What follows belongs to an exercise in optimizing a design on an open flow for small area, a short achievable clock period and few clock cycles; a production flow would make more cautious choices.
The RTL was checked by simulation tests, not by an equivalence proof against the original design.
Power is estimated from default activity; no workload was simulated.

==> v30: inputs <==
==> flow/design.v (excerpt) <==
module fpmc_lutprog (
    input  wire        clk,
    input  wire        rst,           
    input  wire        cmd_valid,
    output wire        cmd_ready,
    input  wire [1:0]  cmd_variant,   
    input  wire [1:0]  cmd_role,      
    input  wire        cmd_fr,        
    input  wire        cmd_active,    
    input  wire        cmd_present,   
    input  wire [31:0] cmd_base,      
    input  wire [31:0] cmd_len,       
    input  wire [15:0] cmd_n,         
    output wire        mem_req_valid,
    input  wire        mem_req_ready,
    output wire [31:0] mem_addr,
    input  wire        mem_rvalid,
    input  wire [47:0] mem_rdata,
    output wire        ev_valid,
    input  wire        ev_ready,
    output wire [1:0]  ev_kind,       
    output wire [16:0] ev_index,
    output wire [31:0] ev_data,
    output wire        res_valid,
    input  wire        res_ready,
    output wire [3:0]  res_code,
    output wire [17:0] res_wcount
);
    reg        busy;        
    reg        res_v;
    reg        k_pal, k_ill, k_gam, k_lut, k_ok, k_go;
    reg        f_v3, gmx, d14;                      
    reg [15:0] nm1;         
    reg        ev_v;
    reg [29:0] ev_d;
    reg [16:0] ev_i;        
    reg [1:0]  ev_k;
    reg        pm;          
    reg        stp;         
    reg        mreq;
    reg [10:0] ahi;         
    reg [2:0]  alo;         
    reg [17:0] ax;
    reg [16:0] rr;
    reg [2:0]  outs;        
    reg        flush;       
    reg [2:0]  ucnt;        
    reg        rw;          
    reg        crdy;        
    reg        gsel;        
    reg [1:0]  rc;          
    reg [2:0]  rph;         
    reg [3:0]  cnt;
    reg [18:0] f;           
    reg [13:0] qs;
    wire [16:0] rs   = rr;           
    wire [17:0] rsm  = ax;           
    wire [16:0] rrem = rr;
    wire [31:0] raddr = {ahi, ax, alo};
  ...
==> flow/config.mk <==
export PLATFORM = sky130hd
export DESIGN_NAME = fpmc_lutprog
export DESIGN_NICKNAME = fpmc_lutprog
export VERILOG_FILES = /design/flow/design.v
export SDC_FILE = /design/flow/constraint.sdc
export NUM_CORES = 4
export LEC_CHECK = 0
export CAP_MARGIN = 20
export CORE_MARGIN = 2
export CORE_UTILIZATION = 60
export PLACE_DENSITY = 0.75
export SLEW_MARGIN = 20
==> flow/constraint.sdc <==
create_clock -name core_clock -period 10.0 [get_ports {clk}]
set_input_delay 2.0000 -clock core_clock [delete_from_list [all_inputs] [get_ports {clk}]]
set_output_delay 2.0000 -clock core_clock [all_outputs]
set_load 0.01 [all_outputs]
standard.sh (not shown) runs the stock make flow with config.mk's settings and CLKGATE_MAP_FILE= SYNTH_SCRIPT=/design/flow/synth_recipe.tcl, a recipe that flattens the netlist after the stock synthesis.
==> flow/flow/run.sh <==
#!/bin/bash
set -o pipefail
export BUFFER_PORTS_ARGS="-buffer_cell sky130_fd_sc_hd__buf_1"
export SETUP_SLACK_MARGIN="${MARGIN:-6.7}"
bash standard.sh > flow_standard.log 2>&1
st=$?
tail -3 flow_standard.log
exit $st
==> inputs of v15, as changes to v30 <==
--- a/flow/design.v
+++ b/flow/design.v
@@ -24,15 +24,16 @@
     output wire        res_valid,
     input  wire        res_ready,
     output wire [3:0]  res_code,
     output wire [17:0] res_wcount
 );
     reg        busy;        
     reg        res_v;
-    reg        k_pal, k_ill, k_gam, k_lut, k_ok, k_go;
+    reg        k_pal, k_gam, k_lut, k_go;
+    reg        st;          
     reg        f_v3, gmx, d14;                      
     reg [15:0] nm1;         
     reg        ev_v;
     reg [29:0] ev_d;
     reg [16:0] ev_i;        
     reg [1:0]  ev_k;
     reg        pm;          
@@ -55,23 +56,22 @@
     reg [13:0] qs;
     wire [16:0] rs   = rr;           
     wire [17:0] rsm  = ax;           
     wire [16:0] rrem = rr;
     wire [31:0] raddr = {ahi, ax, alo};
     wire        c_pal   = (cmd_role == 2'd2);
     wire        c_lut   = cmd_present && !cmd_fr;
-    wire [15:0] c_nm1   = c_pal ? 16'd255 : (cmd_n - 16'd1);
+    wire [15:0] c_n16   = c_pal ? 16'd256 : cmd_n;
     wire [16:0] c_n     = c_pal ? 17'd256 : {1'b0, cmd_n};
     wire        c_leneq = (cmd_len[2:0] == 3'd0) && (cmd_len[31:19] == 13'd0) &&
                           (cmd_len[18:3] == (c_pal ? 16'd256 : cmd_n));
     wire [1:0]  c_kind  = c_pal ? 2'd0 : (cmd_role == 2'd1) ? 2'd2 : 2'd1;
     wire [3:0]  c_cnt   = c_pal ? 4'd8 : (cmd_variant == 2'd3 && cmd_role == 2'd0) ? 4'd14 : 4'd10;
     wire c_ok = (cmd_role != 2'd3) && (c_pal || (cmd_variant[1] && (cmd_n[15:1] != 15'd0))) &&
                 (!c_lut || c_leneq);
-    wire ok   = k_ok;
     wire go   = k_go;
     wire lact = busy && go && k_lut;            
     wire ract = busy && go && !k_lut;           
     wire gmk  = (ev_k == 2'd3);
     wire [16:0] lastw = f_v3 ? {nm1, 1'b1} : {1'b0, nm1};
     reg         eqw;                                
     wire        tlast = ev_v && eqw;                    
@@ -102,21 +102,22 @@
     wire [18:0] sf   = f + bop;
     wire [13:0] q_cur = {ev_d[13:10] & {4{f_v3}}, ev_d[9:8] & {2{!k_pal}}, ev_d[7:0]};
     wire [14:0] q_add = {q_cur, 1'b1} + {qs, !fneg};
     wire [13:0] q_nxt = stp ? q_add[14:1] : 14'd0;
     reg  [18:0] f_nxt;
     always @(*) begin
         case (rph)
+            3'd0:    f_nxt = 19'd1;
             3'd1:    f_nxt = (cnt == 4'd0) ? sf : {sf[17:0], (cnt >= 4'd2)};
             3'd2:    f_nxt = fneg ? sf : f;
             3'd3:    f_nxt = {3'b0, nm1};
             default: f_nxt = sf;
         endcase
     end
-    wire f_en_early = !busy || (!k_lut && (rph == 3'd1 || rph == 3'd2 || rph == 3'd3 || rph == 3'd4));
+    wire f_en_early = !busy || (!k_lut && (rph <= 3'd4));
     wire [15:0] mr = mem_rdata[15:0];
     wire [15:0] mg = mem_rdata[31:16];
     wire [15:0] mb = mem_rdata[47:32];
     wire [13:0] xr = k_pal ? {6'd0, mr[15:8]} : d14 ? mr[15:2] : {4'd0, mr[15:6]};
     wire [13:0] xg = k_pal ? {6'd0, mg[15:8]} : d14 ? mg[15:2] : {4'd0, mg[15:6]};
     wire [13:0] xb = k_pal ? {6'd0, mb[15:8]} : d14 ? mb[15:2] : {4'd0, mb[15:6]};
     wire [13:0] cr = k_lut ? xr : q_nxt;
@@ -179,31 +180,34 @@
             else if (drop || (flush && arrv))
                 ucnt <= ucnt + 3'd1;
             mreq  <= mreq_n;
             rw    <= flush_n && (outs_n == 3'd0) && !mreq_n;
         end
         if (!busy) begin
             k_pal   <= c_pal;
-            k_ill   <= (cmd_role == 2'd3);
             k_gam   <= (cmd_role == 2'd1);
-            k_ok    <= c_ok;
+            rc      <= {!c_ok && (cmd_role != 2'd3), !c_ok};
             k_go    <= c_ok && cmd_active;
             f_v3    <= !c_pal && (cmd_variant == 2'd3);
             gmx     <= !c_pal && (cmd_variant == 2'd2) && (cmd_role == 2'd1);
             d14     <= !c_pal && (cmd_variant == 2'd3) && (cmd_role == 2'd0);
             k_lut   <= cmd_present && !cmd_fr;
-            nm1     <= c_nm1;
+            nm1     <= c_n16;
             cnt     <= c_cnt;
         end else if (rph == 3'd1) begin
             cnt     <= cnt - 4'd1;
         end
         if (ofree && !(ract && stp && !rdy && !half))    
             ev_d <= d_nxt;
-        if (!res_v)
-            rc <= {!ok && !k_ill, !ok};
+        if (!busy)
+            st <= cmd_valid;
+        else
+            st <= 1'b0;
+        if (busy && st)
+            nm1 <= nm1 - 16'd1;
         if (!busy || (ld && gph))
             gsel <= busy;
         if (!busy || cons)
             ev_i <= !busy ? 17'd0 :
                     (gmx && wlast) ? wc_g :
                     (gmx && eqw && !pm) ? 17'd0 : ev_i_inc;
         if (!busy || cons)
@@ -211,17 +215,17 @@
         if (!busy || (ld && gph))
             ev_k <= busy ? 2'd3 : c_kind;
         if (!busy || (cons && eqw))
             pm <= busy;
         if (!busy || (ofree && rmain))
             stp <= busy;
         if (f_en_early || (ofree && rstep))
-            f <= busy ? f_nxt : 19'd1;
+            f <= busy ? f_nxt : 19'd3;
         if (!busy || (k_lut ? ((fire && pos2) || (unreq && pos1)) : (rph == 3'd0 || rph == 3'd3)))
-            ax <= !busy ? (c_lut ? cmd_base[20:3] : ~{1'b0, c_nm1, 1'b0}) :
+            ax <= !busy ? (c_lut ? cmd_base[20:3] : ~{1'b0, c_n16, 1'b0}) :
                   k_lut ? raddr_s[17:0] : sf[17:0];
         if (!busy || (k_lut ? (ofree && lact && !half) : (rph == 3'd1)))
             qs <= !busy ? 14'd0 :
                   k_lut ? (d14 ? mr[15:2] : {4'd0, mr[15:6]}) : {qs[12:0], !sf[18]};
         if (!busy)
             rph <= 3'd0;
         else if (!k_lut && (rph != 3'd1 || cnt == 4'd0) && !rdy)
==> flow/flow/run.sh (replaced) <==
#!/bin/bash
set -o pipefail
export BUFFER_PORTS_ARGS="-buffer_cell sky130_fd_sc_hd__buf_1"
export SETUP_SLACK_MARGIN="${MARGIN:-6.8}"
bash standard.sh > flow_standard.log 2>&1
st=$?
tail -3 flow_standard.log
exit $st
==> inputs of v16, as changes to v30 <==
==> flow/flow/run.sh (replaced) <==
#!/bin/bash
set -o pipefail
export BUFFER_PORTS_ARGS="-buffer_cell sky130_fd_sc_hd__buf_2"
export SETUP_SLACK_MARGIN="${MARGIN:-6.6}"
bash standard.sh > flow_standard.log 2>&1
st=$?
tail -3 flow_standard.log
exit $st
Settings changed: CORE_UTILIZATION 60 to 40, PLACE_DENSITY 0.75 to 0.6.
==> notes <==
- Of v30 and v15, v30 has the higher sequential power (gap about 9%, measured against v15).
- In sequential cell count, v30 and v16 do not differ.
- Die area, highest first: v16, v15, v30.
- Between v15 and v16, the lower count of clock-buffer cells in the layout is in v15 (gap 1).
Testbench counts of v30, summed over its fixed seeds: cycles 37,771.
Testbench counts of v15, summed over its fixed seeds: cycles 37,771.
Testbench counts of v16, summed over its fixed seeds: cycles 37,771.

static timing again, ports no longer ideal:
The flow's constraints put no driver on any port. The routed layouts listed below were extracted and timed again, unchanged, in two steps.
Step 1 (the two cells are an assumption about what drives the block):
set clk [get_ports {clk}]
set_driving_cell -lib_cell sky130_fd_sc_hd__clkbuf_16 $clk
set_driving_cell -lib_cell sky130_fd_sc_hd__buf_2 [delete_from_list [all_inputs] $clk]
Step 2, shift: input delay + t, output delay - t, t = (earliest + latest rising clock arrival at the registers) / 2. This alone moves slack from input paths to output paths.
Three values: no drivers, after step 1, after step 2; two values: the first two.
| run | shift t [ns] | setup slack, ns | hold WS [ns] | clock arrival spread, ns |
|---|---|---|---|---|
| v30 | 0.492 | 6.380 / 6.375 / 5.882 | 0.511 / 0.511 / 0.511 | 0.021 / 0.021 |
| v15 | 0.492 | 6.580 / 6.580 / 6.178 | 0.549 / 0.549 / 0.549 | 0.021 / 0.022 |
| v16 | 0.520 | 6.514 / 6.500 / 5.980 | 0.518 / 0.518 / 0.518 | 0.022 / 0.022 |
After both steps setup and hold are still met in every run listed. For v16, which loses most, drivers alone change the setup slack by -0.014 ns; drivers and shift together by -0.534 ns.
